Context: an optimization exercise on an open-source flow, tuned for small area, a short achievable clock period and few clock cycles per item. The choices shown serve that exercise and are no tape-out recipe. The RTL was checked by simulation tests, not by an equivalence proof against the original design.

===== design/flow/config.mk =====
export PLATFORM = sky130hd
export DESIGN_NAME = had8_mixer
export DESIGN_NICKNAME = had8_mixer
export VERILOG_FILES = /design/flow/design.v
export SDC_FILE = /design/flow/constraint.sdc
export NUM_CORES = 4
export LEC_CHECK = 0
export CAP_MARGIN = 20
export CORE_MARGIN = 2
export CORE_UTILIZATION = 40
export SLEW_MARGIN = 20

===== design/flow/run.sh =====
#!/bin/bash
# synth_recipe.tcl (not shown) runs the flow's synth.tcl, then flattens the netlist and writes it again
# the make line also repeats each setting of config.mk as NAME=value (left out here)
make -C /OpenROAD-flow-scripts/flow DESIGN_CONFIG=/design/flow/config.mk WORK_HOME=/design/flow/orfs CLKGATE_MAP_FILE= SYNTH_SCRIPT=/design/flow/synth_recipe.tcl finish

===== design/flow/constraint.sdc =====
create_clock -name core_clock -period 20.0 [get_ports {clk}]
set_input_delay 4.0000 -clock core_clock [delete_from_list [all_inputs] [get_ports {clk}]]
set_output_delay 4.0000 -clock core_clock [all_outputs]
set_load 0.01 [all_outputs]

===== design/flow/design.v =====
module had8_bf_align (
    input  wire [31:0] a,
    input  wire [31:0] b,
    output wire [64:0] st
);
    wire        sa = a[31];
    wire        sb = b[31];
    wire [30:0] ma = a[30:0];
    wire [30:0] mb = b[30:0];
    wire a_max = &a[30:23];
    wire b_max = &b[30:23];
    wire a_nan = a_max && (a[22:0] != 0);
    wire b_nan = b_max && (b[22:0] != 0);
    wire a_inf = a_max && (a[22:0] == 0);
    wire b_inf = b_max && (b[22:0] == 0);
    wire        swap = mb > ma;
    wire [30:0] big  = swap ? mb : ma;
    wire [30:0] sml  = swap ? ma : mb;
    wire [7:0] ea_e = {a[30:24], a[23] | (a[30:24] == 7'd0)};
    wire [7:0] eb_e = {b[30:24], b[23] | (b[30:24] == 7'd0)};
    wire [8:0] dab  = {1'b0, ea_e} - {1'b0, eb_e};
    wire [8:0] dba  = {1'b0, eb_e} - {1'b0, ea_e};
    wire [7:0] dst  = dab[8] ? dba[7:0] : dab[7:0];
    wire [7:0]  e_big = {big[30:24], big[23] | (big[30:24] == 7'd0)};
    wire [23:0] m_big = {big[30:23] != 0, big[22:0]};
    wire [23:0] m_sml = {sml[30:23] != 0, sml[22:0]};
    wire [54:0] shf = {m_sml, 31'd0} >> dst[4:0];
    wire        far = dst[7:5] != 3'd0;
    wire [26:0] m_sml_x = far ? {26'd0, m_sml != 0} : {shf[54:29], shf[28:0] != 0};
    assign st = {a_nan || b_nan, a_nan || b_nan || (a_inf && b_inf), a_inf || b_inf,
                 sa == sb, sa, swap, e_big, m_big, m_sml_x};
endmodule
module had8_bf_sum (
    input  wire [64:0] st,
    output wire [73:0] q
);
    wire        nan_a   = st[64];
    wire        nan_s   = st[63];
    wire        inf_any = st[62];
    wire        same    = st[61];
    wire        sa      = st[60];
    wire        swap    = st[59];
    wire [7:0]  e_big   = st[58:51];
    wire [23:0] m_big   = st[50:27];
    wire [26:0] m_sml_x = st[26:0];
    wire [26:0] m_big_x = {m_big, 3'b000};
    wire [27:0] sum = {1'b0, m_big_x} + {1'b0, m_sml_x};
    wire [26:0] n_a = sum[27] ? {sum[27:2], sum[1] | sum[0]} : sum[26:0];
    wire [26:0] dif   = m_big_x - m_sml_x;
    wire [7:0]  lim   = e_big - 8'd1;
    wire [26:0] lmask = (lim >= 8'd26) ? 27'd0 : (27'h4000000 >> lim);
    wire [31:0] z32 = {dif | lmask, 5'b11111};
    wire        l16 = (z32[31:16] == 16'd0);
    wire [15:0] w16 = l16 ? z32[15:0] : z32[31:16];
    wire        l8  = (w16[15:8] == 8'd0);
    wire [7:0]  w8  = l8 ? w16[7:0] : w16[15:8];
    wire        l4  = (w8[7:4] == 4'd0);
    wire [3:0]  w4  = l4 ? w8[3:0] : w8[7:4];
    wire        l2  = (w4[3:2] == 2'd0);
    wire [1:0]  w2  = l2 ? w4[1:0] : w4[3:2];
    wire        l1  = !w2[1];
    wire [4:0]  lz  = {l16, l8, l4, l2, l1};
    assign q = {nan_a, nan_s, inf_any, same, sa, sa ^ swap, dif == 27'd0, e_big, lz, dif,
                sum[27], n_a[26:2], n_a[1] | n_a[0]};
endmodule
module had8_bf_norm (
    input  wire [73:0] q,
    output wire [31:0] s,
    output wire [31:0] d
);
    localparam [31:0] QNAN = 32'h7FC00000;
    wire        nan_a   = q[73];
    wire        nan_s   = q[72];
    wire        inf_any = q[71];
    wire        same    = q[70];
    wire        sa      = q[69];
    wire        sgn_s   = q[68];
    wire        zero_s  = q[67];
    wire [7:0]  e_big   = q[66:59];
    wire [4:0]  lz      = q[58:54];
    wire [26:0] dif     = q[53:27];
    wire        cy      = q[26];
    wire [24:0] n_a     = q[25:1];      
    wire        st_a    = q[0];
    wire [8:0]  e_a = {1'b0, e_big} + {8'd0, cy};
    wire        r_a = n_a[0] && (st_a || n_a[1]);
    wire [30:0] y_a = {(n_a[24] ? e_a[7:0] : 8'd0), n_a[23:1]} + {30'd0, r_a};
    wire [30:0] mag_a = (e_a >= 9'd255) ? 31'h7F800000 : y_a;
    wire [31:0] res_a = nan_a   ? QNAN :
                        inf_any ? {sa, 31'h7F800000} :
                                  {sa, mag_a};
    wire [26:0] n_s = dif << lz;
    wire [7:0]  e_s = e_big - {3'd0, lz};
    wire        r_s = n_s[2] && (n_s[1] || n_s[0] || n_s[3]);
    wire [30:0] mag_s = {(n_s[26] ? e_s : 8'd0), n_s[25:3]} + {30'd0, r_s};
    wire [31:0] res_s = nan_s   ? QNAN :
                        inf_any ? {sgn_s, 31'h7F800000} :
                        zero_s  ? 32'd0 :
                                  {sgn_s, mag_s};
    assign s = same ? res_a : res_s;
    assign d = same ? res_s : res_a;
endmodule
module had8_mul_pre (
    input  wire [31:0] a,
    output wire [45:0] st
);
    wire [7:0]  ea = a[30:23];
    wire [22:0] fa = a[22:0];
    wire        a_max = &ea;
    wire [23:0] m  = {ea != 0, fa};
    wire [31:0] m32 = {8'd0, m};
    wire [31:0] t  = (m32 << 7) + (m32 << 5) + (m32 << 4) + (m32 << 2) + m32;
    wire hi   = (m >= 24'hB504F4);                           
    wire lowe = (ea[7:2] == 6'd0) && (ea[1:0] != 2'b11);    
    wire s25  = lowe && (ea[1:0] != 2'b10);                  
    wire s24  = lowe ? (ea[1:0] == 2'b10) : hi;
    wire sk   = s25 ? (m[23:0] != 0) : s24 ? (m[22:0] != 0) : (m[21:0] != 0);
    wire [7:0] base = lowe ? 8'd0 : (ea - 8'd3 + {7'd0, hi});
    assign st = {a_max && (fa != 0), a_max && (fa == 0), a[31], s25, s24, sk, base, t};
endmodule
module had8_mul_round (
    input  wire [45:0] st,
    output wire [31:0] y
);
    localparam [31:0] QNAN = 32'h7FC00000;
    wire        a_nan = st[45];
    wire        a_inf = st[44];
    wire        s     = st[43];
    wire        s25   = st[42];
    wire        s24   = st[41];
    wire        sk    = st[40];
    wire [7:0]  base  = st[39:32];
    wire [47:0] t     = {16'd0, st[31:0]};
    wire [47:0] half  = s25 ? 48'h1000000 : s24 ? 48'h800000 : 48'h400000;
    wire [47:0] pp    = (t << 16) + (t << 3) - t + half;
    wire [25:0] p     = pp[47:22];
    wire [24:0] r0  = s25 ? {2'b0, p[25:3]} : s24 ? {1'b0, p[25:2]} : p[25:1];
    wire        g   = s25 ? p[2] : s24 ? p[1] : p[0];
    wire        tie = !sk && !g;
    wire [24:0] r   = {r0[24:1], r0[0] && !tie};
    wire [7:0]  b1  = base + 8'd1;
    wire [7:0]  b2  = base + 8'd2;
    wire [7:0]  ef  = r[24] ? b2 : r[23] ? b1 : base;
    wire [30:0] mag = {ef, r[22:0]};
    assign y = a_nan ? QNAN : a_inf ? {s, 31'h7F800000} : {s, mag};
endmodule
module had8_mixer (
    input  wire         clk,
    input  wire         rst,           
    input  wire         in_valid,
    output wire         in_ready,
    input  wire [255:0] in_frame,      
    output wire         out_valid,
    input  wire         out_ready,
    output wire [255:0] out_frame
);
    localparam NL = 11;                
    reg           adv;
    reg  [NL-1:0] vld;                 
    reg           o_vld, k_vld;        
    reg  [255:0] x0;
    always @(posedge clk)
        if (adv) x0 <= in_frame;
    wire [255:0] y1, y2, y3;
    wire [4*65-1:0] a1, a2, a3;
    wire [4*74-1:0] b1, b2, b3;
    reg  [4*65-1:0] qa1, qa2, qa3;
    reg  [4*74-1:0] qb1, qb2, qb3;
    reg  [255:0]    x2, x4, x6;
    genvar k;
    generate
        for (k = 0; k < 4; k = k + 1) begin : g_bf
            localparam integer L1 = 2 * k;
            localparam integer L2 = (k / 2) * 4 + (k % 2);
            localparam integer L3 = k;
            had8_bf_align u_a1 (.a(x0[32*L1 +: 32]), .b(x0[32*(L1+1) +: 32]), .st(a1[65*k +: 65]));
            had8_bf_sum   u_s1 (.st(qa1[65*k +: 65]), .q(b1[74*k +: 74]));
            had8_bf_norm  u_n1 (.q(qb1[74*k +: 74]), .s(y1[32*L1 +: 32]), .d(y1[32*(L1+1) +: 32]));
            had8_bf_align u_a2 (.a(x2[32*L2 +: 32]), .b(x2[32*(L2+2) +: 32]), .st(a2[65*k +: 65]));
            had8_bf_sum   u_s2 (.st(qa2[65*k +: 65]), .q(b2[74*k +: 74]));
            had8_bf_norm  u_n2 (.q(qb2[74*k +: 74]), .s(y2[32*L2 +: 32]), .d(y2[32*(L2+2) +: 32]));
            had8_bf_align u_a3 (.a(x4[32*L3 +: 32]), .b(x4[32*(L3+4) +: 32]), .st(a3[65*k +: 65]));
            had8_bf_sum   u_s3 (.st(qa3[65*k +: 65]), .q(b3[74*k +: 74]));
            had8_bf_norm  u_n3 (.q(qb3[74*k +: 74]), .s(y3[32*L3 +: 32]), .d(y3[32*(L3+4) +: 32]));
        end
    endgenerate
    wire [8*46-1:0] pm;
    reg  [8*46-1:0] qm;
    wire [255:0]    ym;
    genvar c;
    generate
        for (c = 0; c < 8; c = c + 1) begin : g_mul
            had8_mul_pre   u_p (.a(x6[32*c +: 32]), .st(pm[46*c +: 46]));
            had8_mul_round u_r (.st(qm[46*c +: 46]), .y(ym[32*c +: 32]));
        end
    endgenerate
    always @(posedge clk)
        if (adv) begin
            qa1 <= a1;  qb1 <= b1;  x2 <= y1;
            qa2 <= a2;  qb2 <= b2;  x4 <= y2;
            qa3 <= a3;  qb3 <= b3;  x6 <= y3;
            qm  <= pm;
        end
    reg  [255:0] o_frame, k_frame;
    wire push = adv && vld[NL-1];
    wire pop  = o_vld && out_ready;
    always @(posedge clk) begin
        if (adv) k_frame <= ym;
        if (!o_vld || pop) o_frame <= k_vld ? k_frame : ym;
    end
    always @(posedge clk) begin
        if (rst) begin
            adv   <= 1'b1;
            vld   <= {NL{1'b0}};
            o_vld <= 1'b0;
            k_vld <= 1'b0;
        end else begin
            if (adv) vld <= {vld[NL-2:0], in_valid};
            if (!o_vld || pop) begin
                o_vld <= k_vld || push;
                k_vld <= 1'b0;
            end else begin
                k_vld <= k_vld || push;
            end
            adv <= !(o_vld && !pop && (k_vld || push));
        end
    end
    assign in_ready  = adv;
    assign out_valid = o_vld;
    assign out_frame = o_frame;
endmodule

==> results.txt, run 1 <==
- Root buffer cell: clkbuf_16
- Most common cell in the netlist: edfxtp_1
- Clock latency on the worst-skew pair: 1070 ps
- Worst slew pin tran: 1342 ps
- Async S/R FF share, synth: 0%
- Num CTS Buffers: 413
- HP Class: reg -> reg
- Final layout net count: 33,460
- RSZ-0062 raised after global routing: false
- WL per Instance: 21.02 um
- Post-DR vias/cell: 5.629
- Core area: 735,400 um2
- Reg2reg start: adv
- Max Freq: 151.3 MHz
- Final wirelength: 847.4 mm
- Clock Skews: 48.81 ps
- CP Launch Type: register
- Drc violations: 0
- Die Span X: 862.7 um
- Initial core utilization: 40.10%
- Synth warn: 1
- Top post-synthesis cells by area: edfxtp_1, ha_1, mux2i_1, fa_1, xnor2_1
- Post-synth top area share: 36.37%
- Synth-to-Final Area Change: 9.851%
- Outcome: timing/DRC/antenna clean
- Max-Cap Viols: 0
- # clock sinks: 3,586
- Setup CP Type: reg -> reg
- Num ports: 518
- Net Count, Synth: 33,540
- Critical Path RT: 20,640 ps
- Post-CTS Resized: 0
- CTS H-tree lvls: 5
- Initial antenna violation count: 33
- Post-route ant nets: 0
- Post-CTS setup buffer count: 0
- Post-synthesis sequential area ratio: 36.46%
- Flops & latches, synth: 3,586
- Dpl hpwl: 681.3 mm
- Crit end category: register
- Max Root-Sink Buffers: 4
- Worst setup path start: adv
- Port Buffers: 517
- CTS tree: done
- Final min period: 6608 ps
- Avg Cell Area, Syn: 9.765 um2
- Number of global-route vias before repair: 219,400
- Length of the first detailed-routing pass in iterations: 7
- Largest net degree at the start of global routing: 182
- Crit-path cells: buf_4 > buf_4 > buf_4 > buf_4 > buf_4 > buf_4 > buf_4
- Post-synth top area cell: edfxtp_1
- DRT iter0 DRCs: 18,440
- Worst hold slack: 415.4 ps
- Post-cts hold buffer count: 0
- Final Hold Vio Count: 0
- Number of flops mapped to enable cells by yosys: 3,572
- Overall die height: 862.7 um
- Period utilization: 33.04%
- Setup violators final: 0
- GP Congestion: 0.9729
- Cells after synthesis: 30,200
- Most frequent CP cell: buf_4
- Total grt overflow: 0
- Synth cell types: 120
- Critical Path Max Stage Delay: 840 ps
- Commonest cells post-synth: edfxtp_1, nor2_1, nand2_1
- Main synth FF type: edfxtp_1
- Worst-path clk slew: 60 ps
- Setup TNS: 0 ps
- GRT Resource Usage Total: 21.85%
- Layout cells sized above 1: 6.694%
- # rows: 315
- Max Slew Vio Count: 0
- Netlist Area Pre-Place: 294,900 um2
- Crit Path Max Fanout: 73
- Startpoint of the worst hold path: qa3[61]
- First-pass GRT wire length: 1308 mm
- Worst EP arrival: 7250 ps
- Master of the slowest instance on the critical path: buf_4
- Max-slew headroom: 9.797%
- Die area: 744,200 um2
- Fill count: 70,250
- Vias: 226,900
[kinds of logic after synthesis]
group | count (synthesis) | synth area share (%)
buf+inv | 3535 | 4.532
flops | 3586 | 36.46
xor+xnor | 1887 | 5.606
simple gates | 9412 | 15.02
fa+ha+maj | 3076 | 14.84
compound gates | 6482 | 14.23
mux | 2226 | 9.315
[cell type report]
cell class	count	area, um2	area share [%]
Timing Repair Buffer	793	7332	2.263
Tap cell	9827	12300	3.795
Inverter	2247	8439	2.605
Sequential cell	3586	107600	33.20
Antenna cell	15	37.54	0.01159
Multi-Input combinational cell	23080	174600	53.87
Clock buffer	480	10740	3.313
Clock inverter	284	3054	0.9427
[state kept, by name (all words and copies together) (netlist names)]
register / count
x4: 256
qm: 368
x6: 256
qb2: 296
qb3: 296
vld: 11
k_vld: 1
o_frame: 256
k_frame: 256
x2: 256
qa2: 260
qa1: 260
o_vld: 1
x0: 256
qa3: 260
qb1: 296
adv: 1
[per-layer routing]
| metal | global-route usage [%] | part of all wire, % |
|---|---|---|
| met1 | 29.81 | 45 |
| met2 | 36.20 | 46 |
| met3 | 2.089 | 4.5 |
| met4 | 8.046 | 4.3 |
| met5 | 0 | 0.018 |
[placed cells by master, fill, tap and decap left out, types with 591 or more instances in the layout]
cell and count:
o21ai_0 1294, xor2_1 627, nor3_1 800, fa_1 704, nor2_1 2773, xnor2_1 1238, ha_1 2370, mux2i_1 1424
a21oi_1 1771, edfxtp_1 3572, a21o_1 591, nand2_1 2669, nand3_1 608, inv_1 2192
[critical path: cells and delay by family, from the launching register on]
| kind | cells | cell delay [ps] |
|---|---|---|
| flops | 1 | 770 |
| buf+inv | 7 | 5120 |
[path summary, 6_finish.rpt]
path,endpoint,slack (ps),cells after the start
setup / recovery,k_frame[40],13390,7
hold / removal,qb3[70],420,0
hold reg to reg,qb3[70],420,0
setup reg to reg,k_frame[40],13390,7
[metrics by stage]
stage	instance area, um2	cells	util, %	setup WS, ps
2_1_floorplan	294900	30200	-	-6137
3_3_place_gp	310100	39530	42.16	13090
3_5_place_dp	310100	39540	42.17	13060
4_1_cts	323900	40300	44.05	13290
5_1_grt	324000	40300	44.05	12870
6_report	324000	40320	44.05	13390
Testbench counts, summed over its fixed seeds: cycles 2,144, items 2,048.
==> run 2: changes to the inputs <==
--- a/design/flow/design.v
+++ b/design/flow/design.v
@@ -26,5 +26,11 @@
     wire [23:0] m_sml = {sml[30:23] != 0, sml[22:0]};
-    wire [54:0] shf = {m_sml, 31'd0} >> dst[4:0];
+    wire [25:0] shf = {m_sml, 2'b00} >> dst[4:0];
     wire        far = dst[7:5] != 3'd0;
-    wire [26:0] m_sml_x = far ? {26'd0, m_sml != 0} : {shf[54:29], shf[28:0] != 0};
+    reg  [23:0] lowm;
+    integer i;
+    always @*
+        for (i = 0; i < 24; i = i + 1)
+            lowm[i] = far || (dst[4:0] > i + 2);
+    wire        stk = (m_sml & lowm) != 24'd0;
+    wire [26:0] m_sml_x = {far ? 26'd0 : shf, stk};
     assign st = {a_nan || b_nan, a_nan || b_nan || (a_inf && b_inf), a_inf || b_inf,
@@ -49,4 +55,7 @@
     wire [26:0] dif   = m_big_x - m_sml_x;
-    wire [7:0]  lim   = e_big - 8'd1;
-    wire [26:0] lmask = (lim >= 8'd26) ? 27'd0 : (27'h4000000 >> lim);
+    reg  [26:0] lmask;
+    integer i;
+    always @*
+        for (i = 0; i < 27; i = i + 1)
+            lmask[i] = (e_big == 27 - i);
     wire [31:0] z32 = {dif | lmask, 5'b11111};
@@ -157,8 +166,18 @@
     localparam NL = 11;                
-    reg           adv;
+    localparam NA = 45;                
+    reg  [NA-1:0] adv;                 
     reg  [NL-1:0] vld;                 
-    reg           o_vld, k_vld;        
+    reg  [7:0]    o_vld, k_vld;        
+    wire stall_hold = o_vld[0] && !out_ready;
+    function adv_next(input a);
+        adv_next = !(stall_hold && (k_vld[0] || (a && vld[NL-1])));
+    endfunction
     reg  [255:0] x0;
-    always @(posedge clk)
-        if (adv) x0 <= in_frame;
+    genvar c;
+    generate
+        for (c = 0; c < 8; c = c + 1) begin : g_in
+            always @(posedge clk)
+                if (adv[c]) x0[32*c +: 32] <= in_frame[32*c +: 32];
+        end
+    endgenerate
     wire [255:0] y1, y2, y3;
@@ -175,2 +194,3 @@
             localparam integer L3 = k;
+            localparam integer A  = 8 + 7 * k;
             had8_bf_align u_a1 (.a(x0[32*L1 +: 32]), .b(x0[32*(L1+1) +: 32]), .st(a1[65*k +: 65]));
@@ -184,2 +204,18 @@
             had8_bf_norm  u_n3 (.q(qb3[74*k +: 74]), .s(y3[32*L3 +: 32]), .d(y3[32*(L3+4) +: 32]));
+            always @(posedge clk) begin
+                if (adv[A+0]) qa1[65*k +: 65] <= a1[65*k +: 65];
+                if (adv[A+1]) qb1[74*k +: 74] <= b1[74*k +: 74];
+                if (adv[A+2]) begin
+                    x2[32*L1 +: 32]     <= y1[32*L1 +: 32];
+                    x2[32*(L1+1) +: 32] <= y1[32*(L1+1) +: 32];
+                end
+                if (adv[A+3]) qa2[65*k +: 65] <= a2[65*k +: 65];
+                if (adv[A+4]) qb2[74*k +: 74] <= b2[74*k +: 74];
+                if (adv[A+5]) begin
+                    x4[32*L2 +: 32]     <= y2[32*L2 +: 32];
+                    x4[32*(L2+2) +: 32] <= y2[32*(L2+2) +: 32];
+                end
+                if (adv[A+6]) qa3[65*k +: 65] <= a3[65*k +: 65];
+                if (adv[A+6]) qb3[74*k +: 74] <= b3[74*k +: 74];
+            end
         end
@@ -189,3 +225,4 @@
     wire [255:0]    ym;
-    genvar c;
+    reg  [255:0]    o_frame, k_frame;
+    wire            push = adv[NA-1] && vld[NL-1];
     generate
@@ -194,37 +231,32 @@
             had8_mul_round u_r (.st(qm[46*c +: 46]), .y(ym[32*c +: 32]));
+            always @(posedge clk) begin
+                if (adv[36 + c / 2]) x6[32*c +: 32] <= y3[32*c +: 32];
+                if (adv[40 + c / 2]) qm[46*c +: 46] <= pm[46*c +: 46];
+                if (adv[40 + c / 2]) k_frame[32*c +: 32] <= ym[32*c +: 32];
+                if (!o_vld[c] || out_ready)
+                    o_frame[32*c +: 32] <= k_vld[c] ? k_frame[32*c +: 32] : ym[32*c +: 32];
+            end
         end
     endgenerate
-    always @(posedge clk)
-        if (adv) begin
-            qa1 <= a1;  qb1 <= b1;  x2 <= y1;
-            qa2 <= a2;  qb2 <= b2;  x4 <= y2;
-            qa3 <= a3;  qb3 <= b3;  x6 <= y3;
-            qm  <= pm;
-        end
-    reg  [255:0] o_frame, k_frame;
-    wire push = adv && vld[NL-1];
-    wire pop  = o_vld && out_ready;
-    always @(posedge clk) begin
-        if (adv) k_frame <= ym;
-        if (!o_vld || pop) o_frame <= k_vld ? k_frame : ym;
-    end
+    integer i;
     always @(posedge clk) begin
         if (rst) begin
-            adv   <= 1'b1;
+            adv   <= {NA{1'b1}};
             vld   <= {NL{1'b0}};
-            o_vld <= 1'b0;
-            k_vld <= 1'b0;
+            o_vld <= 8'd0;
+            k_vld <= 8'd0;
         end else begin
-            if (adv) vld <= {vld[NL-2:0], in_valid};
-            if (!o_vld || pop) begin
-                o_vld <= k_vld || push;
-                k_vld <= 1'b0;
+            if (adv[NA-1]) vld <= {vld[NL-2:0], in_valid};
+            for (i = 0; i < NA; i = i + 1)
+                adv[i] <= adv_next(adv[i]);
+            if (!stall_hold) begin
+                o_vld <= {8{k_vld[0] || push}};
+                k_vld <= 8'd0;
             end else begin
-                k_vld <= k_vld || push;
+                k_vld <= {8{k_vld[0] || push}};
             end
-            adv <= !(o_vld && !pop && (k_vld || push));
         end
     end
-    assign in_ready  = adv;
-    assign out_valid = o_vld;
+    assign in_ready  = adv[NA-1];
+    assign out_valid = o_vld[0];
     assign out_frame = o_frame;
--- a/design/flow/config.mk
+++ b/design/flow/config.mk
@@ -7,5 +7,7 @@
 export LEC_CHECK = 0
+export ABC_AREA = 1
 export CAP_MARGIN = 20
 export CORE_MARGIN = 2
-export CORE_UTILIZATION = 40
+export CORE_UTILIZATION = 35
+export PLACE_DENSITY = 0.45
 export SLEW_MARGIN = 20
==> run 2 against run 1 <==
Effect of this change:
- still clean on timing, DRC and antenna
- global-route usage increased by 2.4 points
- die area is 22% higher
- design area grew 6.9%
- sequential share of layout area shrank 1.9 points
- count of clock-buffer cells in the layout grew 40
- via count up 24%
- area after synthesis up 6.7%
- setup slack improved by 160 ps
- routed wire length rose by 35%
- critical path type is now reg -> out
- critical endpoint is now out_frame[17]
- largest cell class unchanged
==> results.txt, run 2 <==
- Flops & latches, synth: 3,630
- Setup violators final: 0
- Worst EP arrival: 2450 ps
- Initial antenna violation count: 37
- Synth cell types: 96
- Dpl hpwl: 955.0 mm
- Length of the first detailed-routing pass in iterations: 9
- Net Count, Synth: 45,340
- Crit end category: output port
- Leading cell type in the layout, fill and taps excluded: nand2_1
- Max Slew Vio Count: 0
- R2r setup slk: 14,190 ps
- Netlist Area Pre-Place: 314,800 um2
- Post-CTS setup buffer count: 0
- Final Hold Vio Count: 0
- Post-route ant nets: 0
- GP Congestion: 0.9433
- Worst Path Buf+Inv: 1
- Port Buffers: 517
- Reg-to-Reg End: o_frame[156]
- CTS tree: done
- Die area: 906,900 um2
- Post-synthesis simple-gate area fraction: 26.98%
- Clock latency on the worst-skew pair: 1130 ps
- Cells after synthesis: 42,020
- Drc violations: 0
- Root buffer cell: clkbuf_16
- Largest net degree at the start of global routing: 104
- Post-synth top area cell: edfxtp_1
- Worst slew pin tran: 1295 ps
- Initial core utilization: 35.09%
- Clock Skews: 77.66 ps
- Num ports: 518
- Top post-synthesis cells by area: edfxtp_1, nand2_1, ha_1, inv_1, o21ai_0
- Setup TNS: 0 ps
- Setup crit end: out_frame[17]
- Most frequent cells in the layout: nand2_1, inv_1, nor2_1
- Max-Cap Viols: 0
- Number of flops mapped to enable cells by yosys: 3,572
- Reg2reg start: qm[226]
- Die Span X: 952.3 um
- HP Class: reg -> reg
- CP Launch Type: register
- Crit-path cells: clkdlybuf4s50_1
- Post-synth top area share: 34.08%
- Max-slew headroom: 12.74%
- RSZ-0062 raised after global routing: false
- Final min period: 6453 ps
- Critical Path RT: 16,000 ps
- Most common cell in the netlist: nand2_1
- CTS H-tree lvls: 5
- Post-DR vias/cell: 5.161
- Num CTS Buffers: 436
- Post-CTS Resized: 0
- Final wirelength: 1146 mm
- Mux contribution to synthesized area: 0.4866%
- Commonest cells post-synth: nand2_1, inv_1, nor2_1
- Top delay family on crit path: flip-flops
- Design area: 346,300 um2
- Master of the slowest instance on the critical path: edfxtp_1
- Setup CP Type: reg -> out
- Post-Synth Adder-Cell Area: 13.86%
- Max Freq: 155.0 MHz
- Post-Synth XOR/XNOR Area: 3.295%
- Max reg flops: 368
- Top reg by flops: qm
- First-pass GRT wire length: 1717 mm
- Largest family of logic cells by synthesized area: simple AND/OR/NAND/NOR gates
- Post-synthesis sequential area ratio: 34.45%
- Outcome: timing/DRC/antenna clean
- Vias: 280,400
- Async S/R FF share, synth: 0%
- Number of global-route vias before repair: 270,200
- Worst setup path start: o_frame[17]
- Overall die height: 952.3 um
- DRT iter0 DRCs: 22,180
- Compound-Gate Fraction of Synth Area: 12.34%
- GRT Resource Usage Total: 24.27%
- WL per Instance: 21.10 um
- Avg Cell Area, Syn: 7.491 um2
- Synth-to-Final Area Change: 10.02%
- Critical Path Max Stage Delay: 690 ps
- # rows: 348
- Worst reg-to-reg path cell count: 22
- Total grt overflow: 0
- Max Root-Sink Buffers: 4
- Final layout net count: 45,350
- Layout cells sized above 1: 3.875%
- CP Depth: 1
- Synth warn: 3
- Crit Path Max Fanout: 1
- Post-cts hold buffer count: 0
- Placed cell areas: 331,500 um2
- Period utilization: 32.27%
- Main synth FF type: edfxtp_1
- Worst-path clk slew: 60 ps
- # clock sinks: 3,630
- Core area: 897,000 um2
run 2: changes by cell type after synthesis, sizes merged, moves of 1172 or more:
cell / delta
nand2: +8188
nor2: +1172
mux2i: -1280
inv: +3511
nand3: +2405
o21ai: +2361
run 2: final cells by class:
cell class | instances | area [um2]
clock inverter | 290 | 3256
multi-input combinational | 31420 | 179400
sequential | 3630 | 108500
tap | 11900 | 14890
fill | 94000 | 550700
timing repair buffer | 757 | 7017
antenna | 31 | 77.57
clock buffer | 520 | 11370
inverter | 5783 | 21740
run 2: worst min path at each step:
stage | startpoint | to | slack [ps] | depth (start not counted)
floorplan | qa1[126] | qb1[144] | 400 | 0
global placement | qa3[63] | qb3[72] | 400 | 0
detailed placement | qa2[192] | qb2[219] | 400 | 0
CTS | qa3[258] | qb3[294] | 420 | 0
global route | qa3[258] | qb3[294] | 420 | 0
finish | qa3[258] | qb3[294] | 420 | 0
run 2: kinds of logic (layout without fill, tap and decap cells):
| group | after synthesis | in the layout |
|---|---|---|
| mux | 153 | 153 |
| buf+inv | 6969 | 7350 |
| xor+xnor | 1174 | 1174 |
| flops | 3630 | 3630 |
| other cells | 0 | 31 |
| compound gates | 7029 | 7029 |
| fa+ha+maj | 3064 | 3064 |
| simple gates | 20000 | 20000 |
run 2: layer usage:
metal | track usage (%) | part of all wire [%] | vias up
met5 | 0 | 0.0071 | -
met2 | 40.89 | 47 | 6395
met3 | 1.801 | 3.8 | 1179
met1 | 33.69 | 47 | 132500
met4 | 6.551 | 3.2 | 12
li1 | - | - | 140300
run 2: metrics by stage:
step / worst slack, ps / std cells / util (%) / hold WS [ps]
CTS: 13250 / 54300 / 38.59 / 417.2
global placement: 13130 / 53490 / 36.96 / 401.2
detailed placement: 13210 / 53490 / 36.96 / 404.5
global route: 13370 / 54320 / 38.60 / 421.5
floorplan: 9624 / 42020 / - / 400.3
finish: 13550 / 54330 / 38.61 / 415.7
Testbench counts of run 2, summed over its fixed seeds: cycles 2,144, items 2,048.
==> run 3: changes to the inputs <==
--- a/design/flow/config.mk
+++ b/design/flow/config.mk
@@ -7,7 +7,8 @@
 export LEC_CHECK = 0
-export ABC_AREA = 1
 export CAP_MARGIN = 20
 export CORE_MARGIN = 2
-export CORE_UTILIZATION = 35
-export PLACE_DENSITY = 0.45
+export CORE_UTILIZATION = 45
+export CTS_CLUSTER_DIAMETER = 100
+export CTS_CLUSTER_SIZE = 25
+export PLACE_DENSITY = 0.55
 export SLEW_MARGIN = 20
==> run 3 against run 2 <==
Effect of this change:
- area after synthesis shrank 5.5%
- setup slack worse by 45 ps
- first-iteration DRC count shrank 19%
- clock skew fell by 35 ps
- critical path type unchanged
==> results.txt, run 3 <==
- Max reg flops: 368
- CTS tree: done
- Async S/R FF share, synth: 0%
- Post-synth top area share: 36.08%
- Period utilization: 32.49%
- Max Slew Vio Count: 0
- Most frequent cells in the layout: edfxtp_1, nand2_1, nor2_1
- Net Count, Synth: 33,980
- Die Span X: 816.8 um
- Fill count: 61,630
- Most common cell in the netlist: edfxtp_1
- Crit end category: output port
- Total grt overflow: 0
- Post-route ant nets: 0
- Dpl hpwl: 717.4 mm
- Avg Cell Area, Syn: 9.698 um2
- Final Hold Vio Count: 0
- Max Freq: 153.9 MHz
- Layout cells sized above 1: 5.653%
- Clock Skews: 43.04 ps
- Synth cell types: 121
- Register Area: 108,500 um2
- CP Launch Type: register
- Post-CTS Resized: 0
- Final min period: 6499 ps
- Num ports: 518
- Crit Path Max Fanout: 13
- Multi-input gate area: 176,400 um2
- Worst-path clk slew: 100 ps
- Reg2reg start: x0[120]
- Port Buffers: 517
- First-pass GRT wire length: 1355 mm
- # clock sinks: 3,630
- Top post-synthesis cells by area: edfxtp_1, ha_1, mux2i_1, fa_1, xnor2_1
- GP Congestion: 0.9728
- Core area: 658,500 um2
- Flops & latches, synth: 3,630
- Largest net degree at the start of global routing: 150
- Leading cell type in the layout, fill and taps excluded: edfxtp_1
- Post-cts hold buffer count: 0
- Clock latency on the worst-skew pair: 1030 ps
- Max-Cap Viols: 0
- Final wirelength: 890.0 mm
- Num CTS Buffers: 205
- Main synth FF type: edfxtp_1
- Max Root-Sink Buffers: 4
- Placed cell areas: 311,200 um2
- Critical Path RT: 16,000 ps
- Netlist Area Pre-Place: 297,300 um2
- Drc violations: 0
- Design area: 318,600 um2
- Final layout net count: 33,670
- Synth warn: 3
- R2r setup slk: 13,500 ps
- Synth-to-Final Area Change: 7.152%
- WL per Instance: 22.66 um
- Outcome: timing/DRC/antenna clean
- Vias: 228,100
- Final Util: 48.38%
- Initial core utilization: 45.15%
- Setup TNS: 0 ps
- Post-place setup slack: 12,830 ps
- Top reg by flops: qm
- Reg-to-Reg End: qa1[65]
- Max-slew headroom: 2.851%
- Post-synthesis sequential area ratio: 36.47%
- Worst Path Buf+Inv: 1
- Cells after synthesis: 30,660
- Length of the first detailed-routing pass in iterations: 8
- Die area: 667,200 um2
- Crit-path cells: clkdlybuf4s50_1
- CTS H-tree lvls: 4
- Post-DR vias/cell: 5.807
- Setup violators final: 0
- Setup CP Type: reg -> out
- Post-synth top area cell: edfxtp_1
- Root buffer cell: clkbuf_16
- Master of the slowest instance on the critical path: dfxtp_1
- Worst setup path start: adv[44]
- Number of flops mapped to enable cells by yosys: 3,572
- Post-CTS setup buffer count: 0
- Number of global-route vias before repair: 219,300
- Top delay family on crit path: flip-flops
- # rows: 298
- Initial antenna violation count: 52
- Commonest cells post-synth: edfxtp_1, nand2_1, nor2_1
- CP Depth: 1
- Worst slew pin tran: 1449 ps
- Setup crit end: in_ready
- HP Class: reg -> reg
- Overall die height: 816.8 um
- Worst EP arrival: 2500 ps
- Critical Path Max Stage Delay: 800 ps
- GRT Resource Usage Total: 25.74%
- Worst reg-to-reg path cell count: 21
- RSZ-0062 raised after global routing: false
- Final WS setup: 13,500 ps
- DRT iter0 DRCs: 17,960
==> run 3: per-layer routing <==
layer / share of wire [%] / global-route usage, % / vias to the layer above
li1: - / - / 111300
met1: 45 / 34.98 / 109900
met2: 46 / 42.48 / 5590
met3: 4.2 / 2.219 / 1294
met4: 4.8 / 10.60 / 22
met5: 0.016 / 0 / -
==> run 3: worst min path at each step <==
stage	from	to	slack, ps	cells after the start
after CTS	qa2[126]	qb2[144]	410	0
after detailed placement	qa2[126]	qb2[144]	400	0
after global placement	qa3[256]	qb3[292]	400	0
after global routing	qa3[61]	qb3[70]	420	0
after floorplan	qa1[126]	qb1[144]	400	0
final	qa2[126]	qb2[144]	410	0
==> run 3: final cells by class <==
type,count,area share [%]
inverter,2130,2.512
antenna,99,0.07776
sequential,3630,34.06
timing repair buffer,824,2.377
clock buffer,243,1.711
tap,8700,3.417
multi-input combinational,23550,55.37
clock inverter,101,0.4815
==> run 3: cell families after synthesis <==
family          Yosys count  share of synthesized area, %
compound gates         6803                         14.86
mux                    2191                         8.742
fa+ha+maj              3069                         14.69
xor+xnor               1846                         5.438
flops                  3630                         36.47
buf+inv                3479                         4.432
simple gates           9641                         15.37
==> run 3: stage by stage <==
stage                     hold slack [ps]  instances
after detailed placement            404.5      38830
after global routing                420.4      39250
final                               409.9      39280
after CTS                           407.1      39170
after floorplan                     400.3      30660
after global placement              402.9      38820

-- re-timing with driven ports --
No port has a modelled driver above. Below, the same layouts with a new extraction and two added sets of constraints. Step 1 (the two cells are an assumption about what drives the block):
set clk [get_ports {clk}]
set_driving_cell -lib_cell sky130_fd_sc_hd__clkbuf_16 $clk
set_driving_cell -lib_cell sky130_fd_sc_hd__buf_2 [delete_from_list [all_inputs] $clk]
Step 2 moves the port delays by t, midway between the first and last clock arrival at a register: inputs arrive t later, outputs are due t later. That takes back most of the time a late clock gives input paths. Slacks: ideal / step 1 / step 2; pairs: ideal / step 1.
| run | t (ns) | setup slack, ns | hold WS [ns] | worst setup path at the end |
|---|---|---|---|---|
| run 1 | 1.194 | 13.392 / 13.392 / 13.113 | 0.415 / 0.415 / 0.415 | input to register |
| run 2 | 1.229 | 13.547 / 13.391 / 13.235 | 0.416 / 0.416 / 0.416 | input to register |
| run 3 | 1.159 | 13.501 / 13.359 / 12.830 | 0.410 / 0.410 / 0.410 | input to register |
After both steps every run listed still meets setup and hold. The setup slack of run 3, which loses most, moves by -0.142 ns with the drivers and by -0.671 ns with both steps.
